Source: an optimization exercise on an open RTL-to-GDS flow (aim: small area, a short achievable clock period and few clock cycles per item). Production flows keep margins and buffers that such runs may drop. Function not checked in this run: the RTL went through the layout flow alone. No activity file was given, so power comes from the tool's default toggle rates.

File: flow/config.mk
export PLATFORM = sky130hd
export DESIGN_NAME = lc_core
export DESIGN_NICKNAME = lc_core
export VERILOG_FILES = /design/flow/design.v
export SDC_FILE = /design/flow/constraint.sdc
export NUM_CORES = 4
export LEC_CHECK = 0
export ABC_AREA = 1
export CAP_MARGIN = 20
export CORE_MARGIN = 2
export CORE_UTILIZATION = 40
export SLEW_MARGIN = 20
File: flow/constraint.sdc
create_clock -name core_clock -period 22.0 [get_ports {clk}]
set_input_delay 4.4000 -clock core_clock [delete_from_list [all_inputs] [get_ports {clk}]]
set_output_delay 4.4000 -clock core_clock [all_outputs]
set_load 0.01 [all_outputs]
File: flow/design.v
module lc_binarizer #(
    parameter W = 12
) (
    input  wire [8*W-1:0] rd,
    output reg  [7:0]     pat
);
    function automatic lt;
        input [W-1:0] a, b;
        integer k;
        begin
            lt = 1'b0;
            for (k = 0; k < W; k = k + 1)
                lt = (~a[k] & b[k]) | (~(a[k] & ~b[k]) & lt);
        end
    endfunction
    reg [W-1:0] r [0:7];
    reg [W-1:0] lo [0:3];
    reg [W-1:0] hi [0:3];
    reg [W-1:0] lo2 [0:1];
    reg [W-1:0] hi2 [0:1];
    reg [W-1:0] mn, mx, h;
    reg [W:0]   s;
    integer i;
    always @(*) begin
        for (i = 0; i < 8; i = i + 1)
            r[i] = rd[W*(8-i)-1 -: W];
        for (i = 0; i < 4; i = i + 1) begin
            if (lt(r[2*i], r[2*i+1])) begin
                lo[i] = r[2*i];   hi[i] = r[2*i+1];
            end else begin
                lo[i] = r[2*i+1]; hi[i] = r[2*i];
            end
        end
        for (i = 0; i < 2; i = i + 1) begin
            lo2[i] = lt(lo[2*i], lo[2*i+1]) ? lo[2*i] : lo[2*i+1];
            hi2[i] = lt(hi[2*i], hi[2*i+1]) ? hi[2*i+1] : hi[2*i];
        end
        mn = lt(lo2[0], lo2[1]) ? lo2[0] : lo2[1];
        mx = lt(hi2[0], hi2[1]) ? hi2[1] : hi2[0];
        s = {1'b0, mn} + {1'b0, mx} + 1'b1;
        h = s[W:1];
        for (i = 0; i < 8; i = i + 1)
            pat[7-i] = !lt(r[i], h);
    end
endmodule
module lc_lut_rom (
    input  wire [7:0] pat,
    output reg  [7:0] pos
);
    always @(*) begin
        case (pat)
            8'h18: pos = 8'h00;
            8'h10: pos = 8'h02;
            8'h38: pos = 8'h02;
            8'h08: pos = 8'hFE;
            8'h1C: pos = 8'hFE;
            8'h30: pos = 8'h03;
            8'h0C: pos = 8'hFD;
            8'h20: pos = 8'h04;
            8'h70: pos = 8'h04;
            8'h04: pos = 8'hFC;
            8'h0E: pos = 8'hFC;
            8'h60: pos = 8'h05;
            8'hE0: pos = 8'h05;
            8'h06: pos = 8'hFB;
            8'h07: pos = 8'hFB;
            8'h40: pos = 8'h06;
            8'hF0: pos = 8'h06;
            8'h02: pos = 8'hFA;
            8'h0F: pos = 8'hFA;
            8'hC0: pos = 8'h07;
            8'h03: pos = 8'hF9;
            8'h80: pos = 8'h08;
            8'h01: pos = 8'hF8;
            default: pos = 8'h80;
        endcase
    end
endmodule
module lc_core (
    input  wire        clk,
    input  wire        rst,
    input  wire        cmd_valid,
    output wire        cmd_ready,
    input  wire [15:0] cmd_word,
    input  wire [95:0] cmd_rd,
    output reg         rsp_valid,
    output reg  [1:0]  rsp_status,
    output reg  [7:0]  rsp_pat,
    output reg  [7:0]  rsp_pos,
    output wire        acq_req,
    input  wire        acq_done,
    input  wire        acq_err,
    input  wire [95:0] acq_rd,
    output wire        busy,
    output wire [7:0]  last_pos
);
    localparam W = 12;
    localparam [2:0] OP_BIN = 3'd0, OP_LUT = 3'd1, OP_TRKP = 3'd2,
                     OP_TRKV = 3'd3, OP_TRKA = 3'd4;
    localparam [1:0] ST_OK = 2'b00, ST_ILLEGAL = 2'b01, ST_TRANSPORT = 2'b10;
    localparam [7:0] UNDEF = 8'h80;
    reg            busy_q;    
    reg            wait_q;    
    reg  [7:0]     last_q;
    reg  [8*W-1:0] cap_rd;    
    reg  [7:0]     cap_pat;   
    reg  [1:0]     st_q;      
    reg            zero_q;    
    reg            word_q;    
    reg            lut_q;     
    reg            trk_q;     
    wire exec = busy_q && !wait_q;
    assign cmd_ready = !busy_q && !rst;
    assign busy      = busy_q;
    assign acq_req   = wait_q;
    assign last_pos  = last_q;
    wire [2:0] in_op    = cmd_word[10:8];
    wire       in_legal = (cmd_word[15:11] == 5'd0) && (in_op <= OP_TRKA);
    wire [7:0] bin_pat;
    lc_binarizer #(.W(W)) u_bin (.rd(cap_rd), .pat(bin_pat));
    wire [7:0] pat = word_q ? cap_pat : bin_pat;
    wire [7:0] lk_pos;
    lc_lut_rom u_rom (.pat(pat), .pos(lk_pos));
    wire [7:0] resolved = (lk_pos == UNDEF) ? last_q : lk_pos;
    always @(posedge clk) begin
        if (rst) begin
            busy_q     <= 1'b0;
            wait_q     <= 1'b0;
            last_q     <= 8'h00;
            rsp_valid  <= 1'b0;
            rsp_status <= ST_OK;
            rsp_pat    <= 8'h00;
            rsp_pos    <= UNDEF;
        end else begin
            rsp_valid <= exec;
            if (!busy_q) begin
                if (cmd_valid) begin
                    busy_q <= 1'b1;
                    wait_q <= in_legal && (in_op == OP_TRKA);
                end
            end else if (wait_q) begin
                if (acq_done)
                    wait_q <= 1'b0;
            end else begin
                busy_q     <= 1'b0;
                rsp_status <= st_q;
                rsp_pat    <= zero_q ? 8'h00 : pat;
                rsp_pos    <= trk_q ? resolved : (lut_q ? lk_pos : UNDEF);
                if (trk_q)
                    last_q <= resolved;
            end
        end
    end
    always @(posedge clk) begin
        cap_rd  <= wait_q ? acq_rd : cmd_rd;
        cap_pat <= cmd_word[7:0];
    end
    always @(posedge clk) begin
        if (!exec) begin
            if (wait_q) begin
                st_q   <= acq_err ? ST_TRANSPORT : ST_OK;
                zero_q <= acq_err;
                word_q <= 1'b0;
                lut_q  <= 1'b0;
                trk_q  <= !acq_err;
            end else begin
                st_q   <= in_legal ? ST_OK : ST_ILLEGAL;
                zero_q <= !in_legal;
                word_q <= in_op == OP_LUT || in_op == OP_TRKP;
                lut_q  <= in_legal && (in_op == OP_LUT);
                trk_q  <= in_legal && (in_op == OP_TRKP || in_op == OP_TRKV || in_op == OP_TRKA);
            end
        end
    end
endmodule
File: flow/run.sh
#!/bin/bash
# synth_recipe.tcl (not shown) runs the flow's synth.tcl, then flattens the netlist and writes it again
# the make line also repeats each setting of config.mk as NAME=value (left out here)
make -C /OpenROAD-flow-scripts/flow DESIGN_CONFIG=/design/flow/config.mk WORK_HOME=/design/flow/orfs CLKGATE_MAP_FILE= SYNTH_SCRIPT=/design/flow/synth_recipe.tcl finish
==> report_table.html <==
<table>
<tr><th>Metric</th><th>Value</th></tr>
<tr><th colspan="2">Outcome</th></tr>
<tr><td>Run status</td><td>complete, no violations</td></tr>
<tr><th colspan="2">Pwr</th></tr>
<tr><td>Net switching fraction of the power</td><td>54.8%</td></tr>
<tr><td>Total power per unit cell area</td><td>about 120 nW/um^2</td></tr>
<tr><td>Largest voltage drop on the vdd net</td><td>0.0000734 V</td></tr>
<tr><td>Clk network pwr share</td><td>16.5%</td></tr>
<tr><td>Power share of the sequential group</td><td>15.6%</td></tr>
<tr><td>Net Switching</td><td>0.983 mW</td></tr>
<tr><td>Leakage dissipation</td><td>around 7.8 nW</td></tr>
<tr><td>Relative contribution of combinational cells to total power</td><td>67.9%</td></tr>
<tr><td>Internal</td><td>about 0.81 mW</td></tr>
<tr><td>Overall power consumption</td><td>between 1.5 and 2 mW</td></tr>
<tr><th colspan="2">Setup path</th></tr>
<tr><td>Count of cells along the worst register-to-register path</td><td>80</td></tr>
<tr><td>Biggest fanout along the worst timing path</td><td>16</td></tr>
<tr><td>Setup crit start kind</td><td>input port</td></tr>
<tr><td>Launch instance of the worst register-to-register path</td><td>cap_rd[3]$_DFF_P_</td></tr>
<tr><td>Cell breakdown of the critical path</td><td>clkdlybuf4s50_1 -&gt; nor2_1 -&gt; clkdlybuf4s50_1</td></tr>
<tr><td>Arrival time worst endpoint</td><td>5930 ps</td></tr>
<tr><td>Critical Path Sink Type</td><td>output port</td></tr>
<tr><td>R2r setup slk</td><td>12470 ps</td></tr>
<tr><td>Critical register-to-register path endpoint</td><td>last_q[3]$_SDFFE_PP0P_</td></tr>
<tr><td>Cell with the biggest individual delay on the critical path</td><td>clkdlybuf4s50_1</td></tr>
<tr><td>Dominant delay contributor by cell family on the critical path</td><td>buffers and inverters</td></tr>
<tr><td>Crit-path most repeated cell</td><td>clkdlybuf4s50_1</td></tr>
<tr><td>Start-to-end type of the worst setup path</td><td>input port to output port</td></tr>
<tr><td>Number of buffer and inverter instances along the worst setup path</td><td>2</td></tr>
<tr><td>Delay of the slowest cell on the worst path</td><td>690 ps</td></tr>
<tr><td>Logic depth of the worst path, buffers included</td><td>3</td></tr>
<tr><td>Data required time at the worst endpoint</td><td>17600 ps</td></tr>
<tr><th colspan="2">GRT</th></tr>
<tr><td>Wire length of the first global-routing pass</td><td>57.3 mm</td></tr>
<tr><td>Antenna violations before repair</td><td>0</td></tr>
<tr><td>Remaining Overflow, GRT</td><td>0</td></tr>
<tr><td>Total global routing track utilization</td><td>23.4%</td></tr>
<tr><td>Number of global-route vias before repair</td><td>11700</td></tr>
<tr><td>Largest net degree at the start of global routing</td><td>101</td></tr>
<tr><th colspan="2">Detailed routing</th></tr>
<tr><td>Average wire per cell in the routed design</td><td>13.3 um</td></tr>
<tr><td>Pre-antenna DRT Iters</td><td>5</td></tr>
<tr><td>Remaining routing DRC violations</td><td>0</td></tr>
<tr><td>Routed wire length</td><td>35.4 mm</td></tr>
<tr><td>Number of vias in the routed layout</td><td>12800</td></tr>
<tr><td>Number of nets still failing antenna checks after routing</td><td>0</td></tr>
<tr><td>Vias/cell</td><td>4.83</td></tr>
<tr><td>Violation count after the first detailed-routing iteration</td><td>947</td></tr>
<tr><th colspan="2">Final layout</th></tr>
<tr><td>Layout overhead on the synthesized area</td><td>27.8%</td></tr>
<tr><td>Post-route cell area</td><td>14600 um^2</td></tr>
<tr><td>Final std cells w/o fill</td><td>2659</td></tr>
<tr><td>Nets</td><td>2493</td></tr>
<tr><td>Layout fillers</td><td>2923</td></tr>
<tr><td>Area of all sequential standard cells</td><td>2850 um^2</td></tr>
<tr><td>Fraction of final layout cells sized beyond drive strength 1</td><td>8.72%</td></tr>
<tr><td>Number of inserted diodes</td><td>0</td></tr>
<tr><td>Area of the multi-input gates</td><td>between 7000 and 8000 um^2</td></tr>
<tr><th colspan="2">Die</th></tr>
<tr><td>Boundary Pins</td><td>243</td></tr>
<tr><td>Die outline area</td><td>30000 um^2</td></tr>
<tr><td>Width of the die</td><td>173 um</td></tr>
<tr><td>Starting density of the core</td><td>40.9%</td></tr>
<tr><td>Rows</td><td>61</td></tr>
<tr><td>Core outline area</td><td>roughly 28000 um^2</td></tr>
<tr><td>Die height</td><td>173 um</td></tr>
<tr><th colspan="2">Worst hold path</th></tr>
<tr><td>Worst hold path depth</td><td>2</td></tr>
<tr><td>Worst hold path endpoint</td><td>rsp_pos[2]$_SDFFE_PP0P_</td></tr>
<tr><td>Classification of the worst-slack hold path</td><td>register to register</td></tr>
<tr><td>Start point of the worst hold path</td><td>rsp_pos[2]$_SDFFE_PP0P_</td></tr>
<tr><th colspan="2">Timing</th></tr>
<tr><td>Number of failing hold endpoints at the final stage</td><td>0</td></tr>
<tr><td>Accumulated negative setup slack</td><td>0 ps</td></tr>
<tr><td>Final setup violation count</td><td>0</td></tr>
<tr><td>Slew headroom</td><td>31.5%</td></tr>
<tr><td>Pins Over Slew Limit</td><td>0</td></tr>
<tr><td>Final clock period utilization by the worst path</td><td>46.9%</td></tr>
<tr><td>Time the worst path needs with I/O delays and setup</td><td>between 10000 and 15000 ps</td></tr>
<tr><td>RSZ-0062 raised after global routing</td><td>no</td></tr>
<tr><td>Highest attainable clock frequency</td><td>96.8 MHz</td></tr>
<tr><td>Worst clock skew</td><td>17.2 ps</td></tr>
<tr><td>Post-route setup slack</td><td>11670 ps</td></tr>
<tr><td>Slew at the pin with the worst max-slew slack</td><td>1030 ps</td></tr>
<tr><th colspan="2">Synth</th></tr>
<tr><td>Mean post-synth cell area</td><td>5.56 um^2</td></tr>
<tr><td>Top cells by count, synth</td><td>nand2_1 (933), inv_1 (244), nand3_1 (161)</td></tr>
<tr><td>Share of synthesized registers carrying an async set or reset</td><td>0%</td></tr>
<tr><td>Number of synthesized flops with an enable pin</td><td>6</td></tr>
<tr><td>Total of flip-flops plus latches after synthesis</td><td>~140</td></tr>
<tr><td>Flip-flop cell with the highest count after synthesis</td><td>dfxtp_1</td></tr>
<tr><td>Summed instance area of the synthesized netlist</td><td>approximately 11000 um^2</td></tr>
<tr><td>Most area-consuming cells after synthesis</td><td>nand2_1 (31%), dfxtp_1 (23%), inv_1 (8.0%), nand3_1 (7.0%), o21ai_0 (3.6%)</td></tr>
<tr><td>Post-synth top area share</td><td>30.6%</td></tr>
<tr><td>Dominant cell by count in the synthesized netlist</td><td>nand2_1</td></tr>
<tr><td>Unique cell type count in the Yosys netlist</td><td>51</td></tr>
<tr><td>Mapped Nets</td><td>2284</td></tr>
<tr><td>Count of yosys warnings during synthesis</td><td>8</td></tr>
<tr><td>Gate count of the mapped netlist</td><td>2059</td></tr>
<tr><td>Cell type with the highest aggregate area in the netlist</td><td>nand2_1</td></tr>
<tr><td>Sequential share of the synthesized area</td><td>24.8%</td></tr>
<tr><th colspan="2">Clock network</th></tr>
<tr><td>TritonCTS clock tree</td><td>done</td></tr>
<tr><td># Post-CTS Setup Buffers</td><td>0</td></tr>
<tr><td>Count of cells resized by post-cts repair</td><td>0</td></tr>
<tr><td>Number of buffers inserted during clock tree synthesis</td><td>17</td></tr>
<tr><td># H-tree levels</td><td>4</td></tr>
<tr><td>Number of sinks driven by the clock tree</td><td>~140</td></tr>
<tr><td>Clock-pin slew reported for the worst setup and hold paths after clock tree synthesis</td><td>70 ps</td></tr>
<tr><td>Buffer type at the clock tree root</td><td>clkbuf_16</td></tr>
<tr><td>Cts hold-fix bufs</td><td>0</td></tr>
<tr><td>Largest buffer count on any clock path</td><td>2</td></tr>
<tr><td>Clock latency on the worst-skew pair</td><td>approximately 440 ps</td></tr>
<tr><th colspan="2">Placement</th></tr>
<tr><td>Number of placed instances with taps included</td><td>2627</td></tr>
<tr><td>Estimated wirelength of the detail-placed design</td><td>28.2 mm</td></tr>
<tr><td>Placement Cell Area</td><td>14000 um^2</td></tr>
<tr><td>Port Buffers</td><td>242</td></tr>
<tr><td>Final weighted congestion in routability-driven placement</td><td>0.904</td></tr>
<tr><td>Minimum setup slack after placement</td><td>between 10000 and 15000 ps</td></tr>
<tr><th colspan="2">Flow run</th></tr>
<tr><td>Max_cap viols</td><td>0</td></tr>
</table>
## metrics by stage
stage | utilization (%) | hold WS [ps]
finish | 52.3 | 455
global route | 52.3 | 469
CTS | 52.3 | 457
detailed placement | 50.1 | 440
global placement | 50.1 | 438
floorplan | - | 436
## kinds of logic after synthesis
group                      synth area share (%)
AOI/OAI and AO/OA                          13.7
xor gates and xnor gates                 0.0765
adders and majority gates                  1.46
buffers and inverters                      13.1
DFF                                        24.8
and+or+nand+nor                            46.8
## metal layers
| layer | global-route usage, % | wire length (um) |
|---|---|---|
| met2 | 35.8 | 14400 |
| met1 | 33.5 | 17600 |
| met4 | 7.27 | 909 |
| met3 | 4.01 | 2480 |
| met5 | 0 | 0 |
## power by group through the flow
stage / clock network [mW] / logic [mW] / registers [mW]
floorplan: 0 / 0.894 / 0.281
global placement: 0 / 1.19 / 0.286
detailed placement: 0 / 1.20 / 0.286
CTS: 0.300 / 1.21 / 0.280
global route: 0.312 / 1.37 / 0.282
finish: 0.295 / 1.22 / 0.280
## registers in the layout (all words and copies together), names as in the netlist
| name | count |
|---|---|
| rsp_pat | 8 |
| st_q | 2 |
| trk_q | 1 |
| rsp_valid | 1 |
| word_q | 1 |
| rsp_status | 2 |
| cap_pat | 8 |
| zero_q | 1 |
| cap_rd | 96 |
| wait_q | 1 |
| rsp_pos | 8 |
| last_q | 8 |
| busy_q | 1 |
| lut_q | 1 |
## layout make-up
| cell class | instances | share of cell area, % |
|---|---|---|
| clock buffer | 17 | 2.91 |
| clock inverter | 15 | 1.20 |
| inverter | 310 | 7.95 |
| multi-input combinational | 1555 | 48.6 |
| sequential | 139 | 19.4 |
| tap | 378 | 3.23 |
| timing repair buffer | 245 | 16.7 |
## cells in the final DEF, fill, tap and decap left out, types with 2 or more instances in the layout
cell type	n
nand3_2	6
inv_8	6
and2_1	3
clkinv_1	5
a22o_1	4
inv_1	244
clkdlybuf4s50_1	242
a21boi_4	2
edfxtp_1	6
o21ai_2	9
nor2_2	5
dfxtp_1	132
nand2_1	933
nor2_1	74
nand4_1	3
ha_1	11
nand3b_1	2
nor2_8	3
or2_1	7
a21oi_1	34
inv_6	2
a21oi_4	2
or2_2	14
inv_2	61
nand3_1	161
o21ai_0	82
or2_0	2
buf_4	3
nor3_1	4
a21oi_2	3
clkinv_8	4
o21a_1	4
a22oi_1	6
clkbuf_16	17
o21ai_1	70
nand2_2	43
clkinv_4	2
nand2_4	9
o22ai_1	45
## worst min-delay path, cell delays in order (launching register included)
cell	delay (ps)
dfxtp_1	310
nand2_1	60
nand2_1	40
## how the worst max path moves through the flow
stage                             startpoint                      to  slack [ps]
after floorplan                          rst               cmd_ready       12860
after global placement                   rst               cmd_ready       11710
after detailed placement                 rst               cmd_ready       11660
after CTS                                rst               cmd_ready       11660
after global routing      cap_rd[37]$_DFF_P_  last_q[7]$_SDFFE_PP0P_       11360
final                                    rst               cmd_ready       11670

port drivers added, routing unchanged:
In the flow no input, the clock included, has a driving cell. The finished layout below was timed again as built, in two steps.
Step 1, drivers: a clkbuf_16 drives clk and a buf_2 each remaining input, both assumed.
Step 2 adds t to the input delays and takes it off the output delays; t is the mean of the earliest and latest rising clock arrival at the registers after step 1. Input paths then give back, and output paths get back, about the clock's delay inside the block.
Slacks: no drivers / after step 1 / after step 2; pairs: no drivers / after step 1.
t, ns: 0.480
setup slack, ns: 11.674 / 11.651 / 11.651
hold WS [ns]: 0.455 / 0.455 / 0.455
After both steps setup and hold are still met in this run. For this run, drivers alone change the setup slack by -0.023 ns; drivers and shift together by -0.023 ns.
